Source: an optimization exercise on an open RTL-to-GDS flow (aim: small area, a short achievable clock period and few clock cycles). Production flows keep margins and buffers that such runs may drop. RTL that was checked went through simulation tests only; none was proved equivalent to the original.

Setup of maple:
==> flow/design.v (excerpt) <==
module mcproto_core (
    input  wire        clk,
    input  wire        rst,
    input  wire        cmd_valid,
    output wire        cmd_ready,
    input  wire [3:0]  cmd_op,
    input  wire [63:0] cmd_val,
    input  wire [31:0] cmd_x,
    input  wire [31:0] cmd_y,
    input  wire [31:0] cmd_z,
    input  wire [31:0] cmd_ptr,
    input  wire [63:0] cmd_avail,
    input  wire [63:0] cmd_plen,
    input  wire        pin_valid,
    output wire        pin_ready,
    input  wire [7:0]  pin_data,
    output wire        mem_req,
    output wire        mem_we,
    output wire [31:0] mem_addr,
    output wire [7:0]  mem_wdata,
    input  wire        mem_gnt,
    input  wire [7:0]  mem_rdata,
    output wire        rsp_valid,
    output wire [2:0]  rsp_status,
    output wire [63:0] rsp_consumed,
    output wire [63:0] rsp_val,
    output wire [31:0] rsp_x,
    output wire [31:0] rsp_y,
    output wire [31:0] rsp_z,
    output wire        pout_valid,
    output wire [7:0]  pout_data
);
    localparam [2:0] ST_OK  = 3'd0;
    localparam [2:0] ST_BTS = 3'd1;
    localparam [2:0] ST_VTL = 3'd2;
    localparam [2:0] ST_BAD = 3'd7;
    function [3:0] varint_size;
        input [63:0] u;
        integer k;
  ...
export LEC_CHECK = 0
export CAP_MARGIN = 10
export CORE_MARGIN = 2
export CORE_UTILIZATION = 40
export CTS_BUF_LIST = sky130_fd_sc_hd__clkbuf_4 sky130_fd_sc_hd__clkbuf_8
export SLEW_MARGIN = 10
create_clock -name core_clock -period 12.0 [get_ports {clk}]
standard.sh (not shown) runs the stock make flow with config.mk's settings and CLKGATE_MAP_FILE= SYNTH_SCRIPT=/design/flow/synth_recipe.tcl, a recipe that flattens the netlist after the stock synthesis.
==> flow/flow/run.sh <==
#!/bin/bash
# Standard ORFS layout (bash standard.sh), with two changes to how it is made:
#  - the port buffers are sky130_fd_sc_hd__buf_1 rather than the delay buffer
#    buffer_ports picks by default;
#  - repair_timing aims for 7.5 ns of setup slack (a 4.5 ns path) instead of 0.
# The clock period and the constraints are the standard flow's, unchanged.
set -euo pipefail
export BUFFER_PORTS_ARGS="-buffer_cell sky130_fd_sc_hd__buf_1"
export SETUP_SLACK_MARGIN=7.5
bash standard.sh > standard_make.log 2>&1
Testbench counts of maple, summed over its fixed seeds: cycles 35,042.
Input changes introduced in willow (baseline for comparison: maple):
# maple
export LEC_CHECK = 0
export CAP_MARGIN = 10
export CORE_MARGIN = 2
export CORE_UTILIZATION = 40
export CTS_BUF_LIST = sky130_fd_sc_hd__clkbuf_4 sky130_fd_sc_hd__clkbuf_8
export SLEW_MARGIN = 10
create_clock -name core_clock -period 12.0 [get_ports {clk}]
# willow
export LEC_CHECK = 0
export CAP_MARGIN = 20
export CORE_MARGIN = 2
export CORE_UTILIZATION = 55
export SLEW_MARGIN = 20
create_clock -name core_clock -period 12.0 [get_ports {clk}]
- Total routed wire length on the met1 layer in willow is 7100 um lower than in maple
- Wire length of the first global-routing pass went down slightly going from maple to willow.
- The run showing the greater worst setup slack is maple.
- willow vs. maple: arrival time at the worst endpoint -0.20 ns, peak per-stage delay on the critical path went up 0.14 ns.
Input changes introduced in yarrow (baseline for comparison: willow):
# willow
export LEC_CHECK = 0
export CAP_MARGIN = 20
export CORE_MARGIN = 2
export CORE_UTILIZATION = 55
export SLEW_MARGIN = 20
create_clock -name core_clock -period 12.0 [get_ports {clk}]
# yarrow
export LEC_CHECK = 0
export CAP_MARGIN = 20
export CORE_MARGIN = 2
export CORE_UTILIZATION = 40
export CTS_BUF_LIST = sky130_fd_sc_hd__clkbuf_4 sky130_fd_sc_hd__clkbuf_8
export SLEW_MARGIN = 20
create_clock -name core_clock -period 12.0 [get_ports {clk}]
--- a/flow/flow/run.sh
+++ b/flow/flow/run.sh
@@ -4,3 +4,3 @@
 #    buffer_ports picks by default;
-#  - repair_timing aims for 7.5 ns of setup slack (a 4.5 ns path) instead of 0.
+#  - repair_timing aims for 7.75 ns of setup slack (a 4.25 ns path) instead of 0.
 # The clock period and the constraints are the standard flow's, unchanged.
@@ -8,3 +8,3 @@
 export BUFFER_PORTS_ARGS="-buffer_cell sky130_fd_sc_hd__buf_1"
-export SETUP_SLACK_MARGIN=7.5
+export SETUP_SLACK_MARGIN=7.75
 bash standard.sh > standard_make.log 2>&1
- Diff willow..yarrow | number of sequential cells | unchanged
- Summary of yarrow over willow: via count of the first global-routing pass decreased about 1.9%, cell area after placement went up, initial antenna violation count now sits higher, number of buffers outside the clock class in the layout picked up an extra 68, layout multi-input combinational cell count was more or less identical.
- Comparing willow against yarrow, there is no change at all in count of nets left with antenna violations after detail routing.

---

## run D
mcproto_core, a different RTL version from the one above (not shown whole).
Size: roughly 4,500 cells after synthesis, ~0.029 mm² of cells after synthesis.
Settings: LEC_CHECK=0, ABC_AREA=1, CAP_MARGIN=20, CORE_MARGIN=2, CORE_UTILIZATION=40, SLEW_MARGIN=20; clock period 12.0 ns.
run.sh (not shown) runs the stock make flow with config.mk's settings and CLKGATE_MAP_FILE= SYNTH_SCRIPT=/design/flow/synth_recipe.tcl, a recipe that flattens the netlist after the stock synthesis.
Stock flow here: none of the scripts above is used.
Run D: PASS, flow complete, no timing, DRC or antenna violations
Testbench counts of run D, summed over its fixed seeds: cycles 35,042.
The following lists how run B was set up differently from run D:
- ABC_AREA: 1 -> unset
Findings:
- Run B finished all stages; the layout is clean.
- For run B, the combinational family with the most area after synthesis was compound AO/OA/AOI/OAI gates, unlike run D, where it was simple AND/OR/NAND/NOR gates.
- Changes observed in run B relative to run D: worst hold-check slack decreased by 0.056 ns relative to the old numbers; slew at the pin with the worst max-slew slack went down by 0.032 ns; clock-buffer cell count lower; detailed-route via count now sits lower; total wire length after detailed routing saw a decrease.
- Run B vs run D, most common library cell in the layout ignoring fill and taps: sky130_fd_sc_hd__clkdlybuf4s50_1 vs sky130_fd_sc_hd__nand2_1

---

Setup of 03-28:
mcproto_core, a different RTL version from the one above (not shown whole).
Size: roughly 4,900 cells after synthesis, ~250 flip-flops, ~630 I/O pins, ~30,000 sq um of cells after synthesis.
Settings: LEC_CHECK=0, ABC_AREA=1, CAP_MARGIN=20, CORE_MARGIN=2, CORE_UTILIZATION=40, SETUP_SLACK_MARGIN=5, SLEW_MARGIN=20; clock period 12.0 ns.
03-28 finished every step from synthesis to the final layout, and the layout passed the timing, design-rule and antenna checks.
The inputs of 05-27 differ from those of 03-28 as listed below.
-- flow/config.mk --
<<< 03-28, line 6
export NUM_CORES = 4
export LEC_CHECK = 0
export ABC_AREA = 1
export CAP_MARGIN = 20
export CORE_MARGIN = 2
>>> 05-27, line 6
export NUM_CORES = 4
export LEC_CHECK = 0
export CAP_MARGIN = 20
export CORE_MARGIN = 2
### Flow results
- 05-27 vs. 03-28: routed length on met3 went down by 12%.
- Layout filler cell count (05-27 / 03-28): 0.77
- As of 05-27, peak supply drop had fallen by more than 10% compared to 03-28.
- Re met2 usage: 05-27 is 0.55 points down on 03-28.
- On 05-27: total detailed-routing wirelength is about 12% lower than what 03-28 gave.
No functional check of the RTL was part of any run of this note.

## afterwards: timing with drivers on the ports
How much do the figures lean on ideal ports? The routed layouts below were timed once more, with nothing changed but the port constraints. Step 1 assumes that a clkbuf_16 drives the clock port and a buf_2 every other input. Step 2 times the ports against the registers' clock, not the clock port: input delays grow and output delays shrink by t, the midpoint of the rising clock arrivals with the driver on. Three values: ideal, step 1, step 2; two values: the first two.
| run | shift t [ns] | setup WS [ns] | worst hold slack (ns) | worst setup path after step 2 | worst slew at a driven data input, ns |
|---|---|---|---|---|---|
| maple | 0.730 | 7.470 / 7.440 / 6.762 | 0.524 / 0.524 / 0.524 | input to register | 0.12 |
| willow | 0.631 | 7.420 / 7.437 / 6.805 | 0.535 / 0.535 / 0.535 | input to register | 0.11 |
| yarrow | 0.732 | 7.511 / 7.523 / 6.791 | 0.528 / 0.528 / 0.528 | input to register | 0.17 |
| run D | 0.649 | 5.210 / 5.261 / 4.612 | 0.582 / 0.582 / 0.582 | input to register | 0.12 |
| run B | 0.627 | 4.075 / 4.105 / 3.478 | 0.526 / 0.526 / 0.526 | input to register | 0.16 |
| 03-28 | 0.653 | 5.418 / 5.455 / 4.802 | 0.650 / 0.650 / 0.650 | input to register | 0.11 |
| 05-27 | 0.630 | 5.005 / 5.039 / 4.409 | 0.651 / 0.651 / 0.651 | input to register | 0.14 |
After both steps every run listed still meets setup and hold. For yarrow, which loses most, drivers alone change the setup slack by +0.012 ns; drivers and shift together by -0.720 ns.
